What follows belongs to an exercise in optimizing a design on an open flow for small area, a short achievable clock period and few clock cycles per item; a production flow would make more cautious choices. Power and IR drop assume default switching activity.

Setup of the previous run:
// ams_frame_encoder
module ams_frame_encoder (
    input  wire        clk,
    input  wire        rst,
    input  wire        in_valid,
    output wire        in_ready,
    input  wire        in_clear,
    input  wire        in_stream,      
    input  wire [15:0] in_year,
    input  wire [7:0]  in_month,
    input  wire [7:0]  in_day,
    input  wire [7:0]  in_wday,
    input  wire [7:0]  in_hour,
    input  wire [7:0]  in_minute,
    input  wire [7:0]  in_second,
    input  wire [31:0] in_p,
    input  wire [31:0] in_po,
    input  wire [31:0] in_q,
    input  wire [31:0] in_qo,
    input  wire [31:0] in_i1,
    input  wire [31:0] in_i2,
    input  wire [31:0] in_i3,
    input  wire [15:0] in_u1,
    input  wire [15:0] in_u2,
    input  wire [15:0] in_u3,
    input  wire [31:0] in_tpi,
    input  wire [31:0] in_tpo,
    input  wire [31:0] in_tqi,
    input  wire [31:0] in_tqo,
    output wire        out_valid,
    input  wire        out_ready,
    output wire [7:0]  out_data,
    output wire        out_last
);
    reg        v0, v1;
    reg [15:0] l0_y;
    reg [7:0]  l0_mo, l0_d, l0_w, l0_h, l0_mi;
    reg [4:0]  l0_q;
    reg [15:0] l1_y;
    reg [7:0]  l1_mo, l1_d, l1_w, l1_h;
    reg [4:0] sec_q;
    reg [7:0] l0_s;
    integer   ti;
    always @* begin
        sec_q = 5'd0;
        for (ti = 10; ti < 256; ti = ti + 10)
            if (in_second >= ti) sec_q = ti / 10;
    end
    always @* begin
        l0_s = 8'd0;
        for (ti = 1; ti < 26; ti = ti + 1)
            if (l0_q == ti) l0_s = ti * 10;
    end
    wire e0_a = v0 && ({in_year, in_month, in_day} == {l0_y, l0_mo, l0_d});
    wire e1_a = v1 && ({in_year, in_month, in_day} == {l1_y, l1_mo, l1_d});
    wire e0_b = {in_wday, in_hour, in_minute} == {l0_w, l0_h, l0_mi};
    wire e1_b = {in_wday, in_hour} == {l1_w, l1_h};
  ...
For scale: roughly 1,900 cells after synthesis, about 25,000 um^2 of cells after synthesis.
Settings: LEC_CHECK=0, CAP_MARGIN=20, CORE_MARGIN=2, CORE_UTILIZATION=40, CTS_CLUSTER_DIAMETER=80, CTS_CLUSTER_SIZE=20, SLEW_MARGIN=20; clock period 10.0 ns.
standard.sh (not shown) runs the stock make flow with config.mk's settings and CLKGATE_MAP_FILE= SYNTH_SCRIPT=/design/flow/synth_recipe.tcl, a recipe that flattens the netlist after the stock synthesis.
==> flow/flow/run.sh <==
#!/bin/bash
set -euo pipefail
export BUFFER_PORTS_ARGS="-buffer_cell sky130_fd_sc_hd__buf_1"
export SETUP_SLACK_MARGIN=6.6
bash standard.sh finish > standard_flow.log 2>&1
Inputs modified between the previous run and the current run:
--- a/flow/design.v
+++ b/flow/design.v
@@ -47,35 +47,35 @@
     end
     always @* begin
         l0_s = 8'd0;
         for (ti = 1; ti < 26; ti = ti + 1)
             if (l0_q == ti) l0_s = ti * 10;
     end
     wire e0_a = v0 && ({in_year, in_month, in_day} == {l0_y, l0_mo, l0_d});
     wire e1_a = v1 && ({in_year, in_month, in_day} == {l1_y, l1_mo, l1_d});
     wire e0_b = {in_wday, in_hour, in_minute} == {l0_w, l0_h, l0_mi};
     wire e1_b = {in_wday, in_hour} == {l1_w, l1_h};
     wire e0_c = sec_q == l0_q;
-    wire [2:0] n_pt = in_stream ? {e1_a, e1_b, 1'b1} : {e0_a, e0_b, e0_c};
+    wire [4:0] n_pt = {e1_a, e1_b, e0_a, e0_b, e0_c};
     reg       in_rdy;
     reg       ld_rdy;          
     reg       act;             
     reg       c_str, c_clr;
-    reg [2:0] c_pt;
+    reg [4:0] c_pt;
     reg       p_v;             
     reg       p_str, p_clr;
-    reg [2:0] p_pt;
-    wire c_dup = &c_pt;
+    reg [4:0] p_pt;
+    wire c_dup = c_str ? (c_pt[4] & c_pt[3]) : (&c_pt[2:0]);
     wire c_sgl = c_clr | c_dup;        
     wire c_sup = !c_clr & c_dup;       
-    wire p_sgl = p_clr | (&p_pt);
+    wire p_sgl = p_clr | (p_str ? (p_pt[4] & p_pt[3]) : (&p_pt[2:0]));
     assign in_ready = in_rdy;
     wire accept = in_valid && in_rdy;
     wire push = act && (!out_v || out_ready);
     reg  [8:0] pos;
     wire [4:0] blk  = pos[8:4];
     wire [3:0] off  = pos[3:0];
     wire       pre  = (pos[8:7] == 2'd0) && !(pos[6] && pos[5]);    
     wire       tr   = c_str ? (blk == 5'd22) : (blk == 5'd16);
     wire       mid  = c_str && (blk == 5'd16 || blk == 5'd17);
     wire       ent  = !pre && !tr && !mid;
     wire       u16  = (blk == 5'd13) || (blk == 5'd14) || (blk == 5'd15);
==> comparison <==
Buffer levels on the longest clock path came out exactly the same in the current run and the previous run. The current run vs the previous run, critical path required time went down by 0.07 ns. [compare] base=the previous run new=the current run: clock share of power dropped 0.7 points, placed instance count fell by 55, final cell count moved down, critical path buffer and inverter count lower. Met1 demand-to-capacity share in global routing, the current run and the previous run: lower on the previous run. From the previous run to the current run the numbers moved as follows: area added between synthesis and finish went down; biggest fanout along the worst timing path went down; wire length went down. In the metrics for the current run and the previous run, the one carrying the lower finished layout cell area is the current run. Comparing the current run and the previous run, the higher pin count of the biggest net entering global routing was measured on the previous run.
Function was not checked in any run of this note: the RTL went through the layout flow alone.

* * *

Setup of build 72:
ams_frame_encoder, a different RTL version from the one above (not shown whole).
For scale: roughly 1,900 cells after synthesis, ~480 I/O pins, roughly 25,000 sq um of cells after synthesis.
==> flow/config.mk <==
export PLATFORM = sky130hd
export DESIGN_NAME = ams_frame_encoder
export DESIGN_NICKNAME = ams_frame_encoder
export VERILOG_FILES = /design/flow/design.v
export SDC_FILE = /design/flow/constraint.sdc
export NUM_CORES = 4
export LEC_CHECK = 0
export CAP_MARGIN = 20
export CORE_MARGIN = 2
export CORE_UTILIZATION = 40
export SLEW_MARGIN = 20
==> flow/constraint.sdc <==
create_clock -name core_clock -period 10.0 [get_ports {clk}]
set_input_delay 2.0000 -clock core_clock [delete_from_list [all_inputs] [get_ports {clk}]]
set_output_delay 2.0000 -clock core_clock [all_outputs]
set_load 0.01 [all_outputs]
==> flow/flow/run.sh <==
#!/bin/bash
set -euo pipefail
export BUFFER_PORTS_ARGS="-buffer_cell sky130_fd_sc_hd__buf_1"
export SETUP_SLACK_MARGIN=7
bash standard.sh finish > standard_flow.log 2>&1
Build 72 finished every step from synthesis to the final layout, and the layout passed the timing, design-rule and antenna checks.
#### Input delta (build 46 over build 72)
diff --git a/flow/design.v b/flow/design.v
--- a/flow/design.v
+++ b/flow/design.v
@@ -28,37 +28,45 @@
     input  wire [31:0] in_tqo,
     output wire        out_valid,
     input  wire        out_ready,
     output wire [7:0]  out_data,
     output wire        out_last
 );
     reg        v0, v1;
     reg [15:0] l0_y;
     reg [7:0]  l0_mo, l0_d, l0_w, l0_h, l0_mi;
-    reg [4:0]  l0_q;
+    reg [7:0]  l0_sr;
     reg [15:0] l1_y;
     reg [7:0]  l1_mo, l1_d, l1_w, l1_h;
-    wire [4:0] sec_q = in_second / 8'd10;
-    wire [7:0] l0_s = {3'd0, l0_q} * 8'd10;
-    wire e0_a = v0 && ({in_year, in_month, in_day} == {l0_y, l0_mo, l0_d});
-    wire e1_a = v1 && ({in_year, in_month, in_day} == {l1_y, l1_mo, l1_d});
-    wire e0_b = {in_wday, in_hour, in_minute} == {l0_w, l0_h, l0_mi};
-    wire e1_b = {in_wday, in_hour} == {l1_w, l1_h};
-    wire e0_c = sec_q == l0_q;
-    wire [2:0] n_pt = in_stream ? {e1_a, e1_b, 1'b1} : {e0_a, e0_b, e0_c};
+    reg  [4:0] l0_q;
+    reg  [7:0] l0_s;
+    reg  [8:0] l0_s9;
+    always @(posedge clk) begin
+        l0_q  <= l0_sr / 8'd10;
+        l0_s  <= {3'd0, l0_q} * 8'd10;
+        l0_s9 <= {4'd0, l0_q} * 9'd10 + 9'd9;
+    end
+    wire e0_y  = in_year == l0_y;
+    wire e1_y  = in_year == l1_y;
+    wire e0_md = {in_month, in_day} == {l0_mo, l0_d};
+    wire e1_md = {in_month, in_day} == {l1_mo, l1_d};
+    wire e0_wh = {in_wday, in_hour} == {l0_w, l0_h};
+    wire e1_wh = {in_wday, in_hour} == {l1_w, l1_h};
+    wire e0_ms = v0 && (in_minute == l0_mi) && (in_second >= l0_s) && ({1'b0, in_second} <= l0_s9);
+    wire [3:0] n_pt = in_stream ? {e1_y, e1_md, e1_wh, v1}
+                                : {e0_y, e0_md, e0_wh, e0_ms};
     reg       in_rdy;
-    reg       ld_rdy;          
     reg       act;             
     reg       c_str, c_clr;
-    reg [2:0] c_pt;
+    reg [3:0] c_pt;
     reg       p_v;             
     reg       p_str, p_clr;
-    reg [2:0] p_pt;
+    reg [3:0] p_pt;
     wire c_dup = &c_pt;
     wire c_sgl = c_clr | c_dup;        
     wire c_sup = !c_clr & c_dup;       
     wire p_sgl = p_clr | (&p_pt);
     assign in_ready = in_rdy;
     wire accept = in_valid && in_rdy;
     wire push = act && (!out_v || out_ready);
     reg  [8:0] pos;
     wire [4:0] blk  = pos[8:4];
@@ -220,19 +228,18 @@
     wire [7:0] byte_o = ({8{pre}} & pre_c)
                       | ({8{mid}} & mid_c)
                       | ({8{ent}} & ent_b)
                       | ({8{is_dt}} & head)
                       | ({8{tr & ~off[1] & ~off[0]}} & ~crc_f[7:0])
                       | ({8{tr & ~off[1] &  off[0]}} & ~crc[15:8])
                       | ({8{tr & off[1]}} & 8'h7E)
                       | {7'd0, (pos == 9'd0) & c_sup};
     wire cur_last = c_sgl || (tr && off[1]);
-    wire cov      = (pos[8:2] != 7'd0) && !tr;     
     wire a_done   = push && cur_last;
     wire start_c  = accept && (!act || a_done);    
     function [15:0] crc16_byte;
         input [15:0] c_in;
         input [7:0]  d;
         integer k;
         reg [15:0] c;
         begin
             c = c_in ^ {8'h00, d};
@@ -242,38 +249,34 @@
             end
             crc16_byte = c;
         end
     endfunction
     reg       out_v, out_l;
     reg [7:0] out_d;
     assign out_valid = out_v;
     assign out_data  = out_d;
     assign out_last  = out_l;
-    reg [7:0] crc_d;           
-    assign crc_upd = crc16_byte(crc, crc_d);
+    assign crc_upd = crc16_byte(crc, out_d);
     always @(posedge clk) begin
         if (rst)
             out_v <= 1'b0;
         else if (!out_v || out_ready)
             out_v <= act;
         if (push) begin
             out_d <= byte_o;
             out_l <= cur_last;
         end
-        if (push && cov)
-            crc_d <= byte_o;
     end
     always @(posedge clk) begin
         if (rst) begin
             act    <= 1'b0;
             p_v    <= 1'b0;
             in_rdy <= 1'b1;
-            ld_rdy <= 1'b1;
             v0     <= 1'b0;
             v1     <= 1'b0;
         end else begin
             if (start_c) begin
                 act   <= 1'b1;
                 c_str <= in_stream;
                 c_clr <= in_clear;
                 c_pt  <= n_pt;
             end else if (a_done) begin
@@ -286,19 +289,18 @@
                 p_v   <= 1'b1;
                 p_str <= in_stream;
                 p_clr <= in_clear;
                 p_pt  <= n_pt;
             end else if (a_done) begin
                 p_v <= 1'b0;
             end
             in_rdy <= !accept && (a_done ? (!p_v || p_sgl)
                                          : (!p_v && (!act || c_sgl || tr)));
-            ld_rdy <= !accept && (!p_v || p_sgl) && (a_done || !act || c_sgl || tr);
             if (accept) begin
                 if (in_clear) begin
                     v0 <= 1'b0;
                     v1 <= 1'b0;
                 end else if (in_stream)
                     v1 <= 1'b1;
                 else
                     v0 <= 1'b1;
             end
@@ -312,24 +314,24 @@
     end
     always @(posedge clk) begin
         if (accept && !in_clear) begin
             if (in_stream) begin
                 l1_y <= in_year; l1_mo <= in_month; l1_d <= in_day;
                 l1_w <= in_wday; l1_h <= in_hour;
             end else begin
                 l0_y <= in_year; l0_mo <= in_month; l0_d <= in_day;
                 l0_w <= in_wday; l0_h <= in_hour; l0_mi <= in_minute;
-                l0_q <= sec_q;
+                l0_sr <= in_second;
             end
         end
     end
     always @(posedge clk) begin
-        if (ld_rdy)
+        if (in_rdy)
             ch <= {in_p, in_po, in_q, in_qo, in_i1, in_i2, in_i3,
                    in_u1, in_u2, in_u3, in_tpi, in_tpo, in_tqi, in_tqo};
-        crc_pend <= push && cov;
+        crc_pend <= push && (pos[8:2] != 7'd0) && !tr;
         if (!act || a_done)
             crc <= 16'hFFFF;
         else if (crc_pend)
             crc <= crc_upd;
     end
 endmodule
Findings:
- Post-layout minimum cycle time is higher on build 46
- Compared with build 72, in build 46 total chip power now larger, critical path depth fell by 9, number of clock sinks went up 13, number of iterations in the first detailed-routing pass down 1.
- Compared with build 72, in build 46 number of diodes added for antenna fixing moved up; effective utilization at floorplan level.
- Build 46 vs build 72: design area up
- Wire length reported by the detailed router, build 46 and build 72, higher one = build 46.
- Looking at final hold slack across both flows, build 46 is the weaker of the two, with build 72 ahead.
- The final reports for build 46 and build 72 show met3 track utilization from global routing lower in the former.
- The final reports for build 46 and build 72 show post-synthesis instance total higher in the former.
- Build 46 and build 72 ended up with roughly the same layout cell share with drive strength beyond 1.
No functional check of the RTL was part of any run of this note.

==> re-timing with driven ports <==
In the flow no input, the clock included, has a driving cell. The finished layouts below were timed again as built, in two steps.
Step 1 assumes that a clkbuf_16 drives the clock port and a buf_2 every other input.
Step 2, shift: input delay + t, output delay - t, t = (earliest + latest rising clock arrival at the registers) / 2. This alone moves slack from input paths to output paths.
a / b / c = ideal ports / drivers / drivers and shift; a / b = the first two.
| run | t (ns) | setup WS [ns] | worst hold slack (ns) | clock arrival spread, ns |
|---|---|---|---|---|
| the previous run | 0.641 | 6.530 / 6.530 / 5.933 | 0.541 / 0.541 / 0.541 | 0.033 / 0.033 |
| the current run | 0.635 | 6.515 / 6.523 / 5.889 | 0.533 / 0.533 / 0.533 | 0.057 / 0.057 |
| build 72 | 0.694 | 6.632 / 6.622 / 5.947 | 0.537 / 0.537 / 0.537 | 0.057 / 0.057 |
| build 46 | 0.685 | 6.601 / 6.534 / 6.161 | 0.368 / 0.368 / 0.368 | 0.044 / 0.044 |
After both steps setup and hold are still met in every run listed. The setup slack of build 72, which loses most, moves by -0.010 ns with the drivers and by -0.685 ns with both steps.
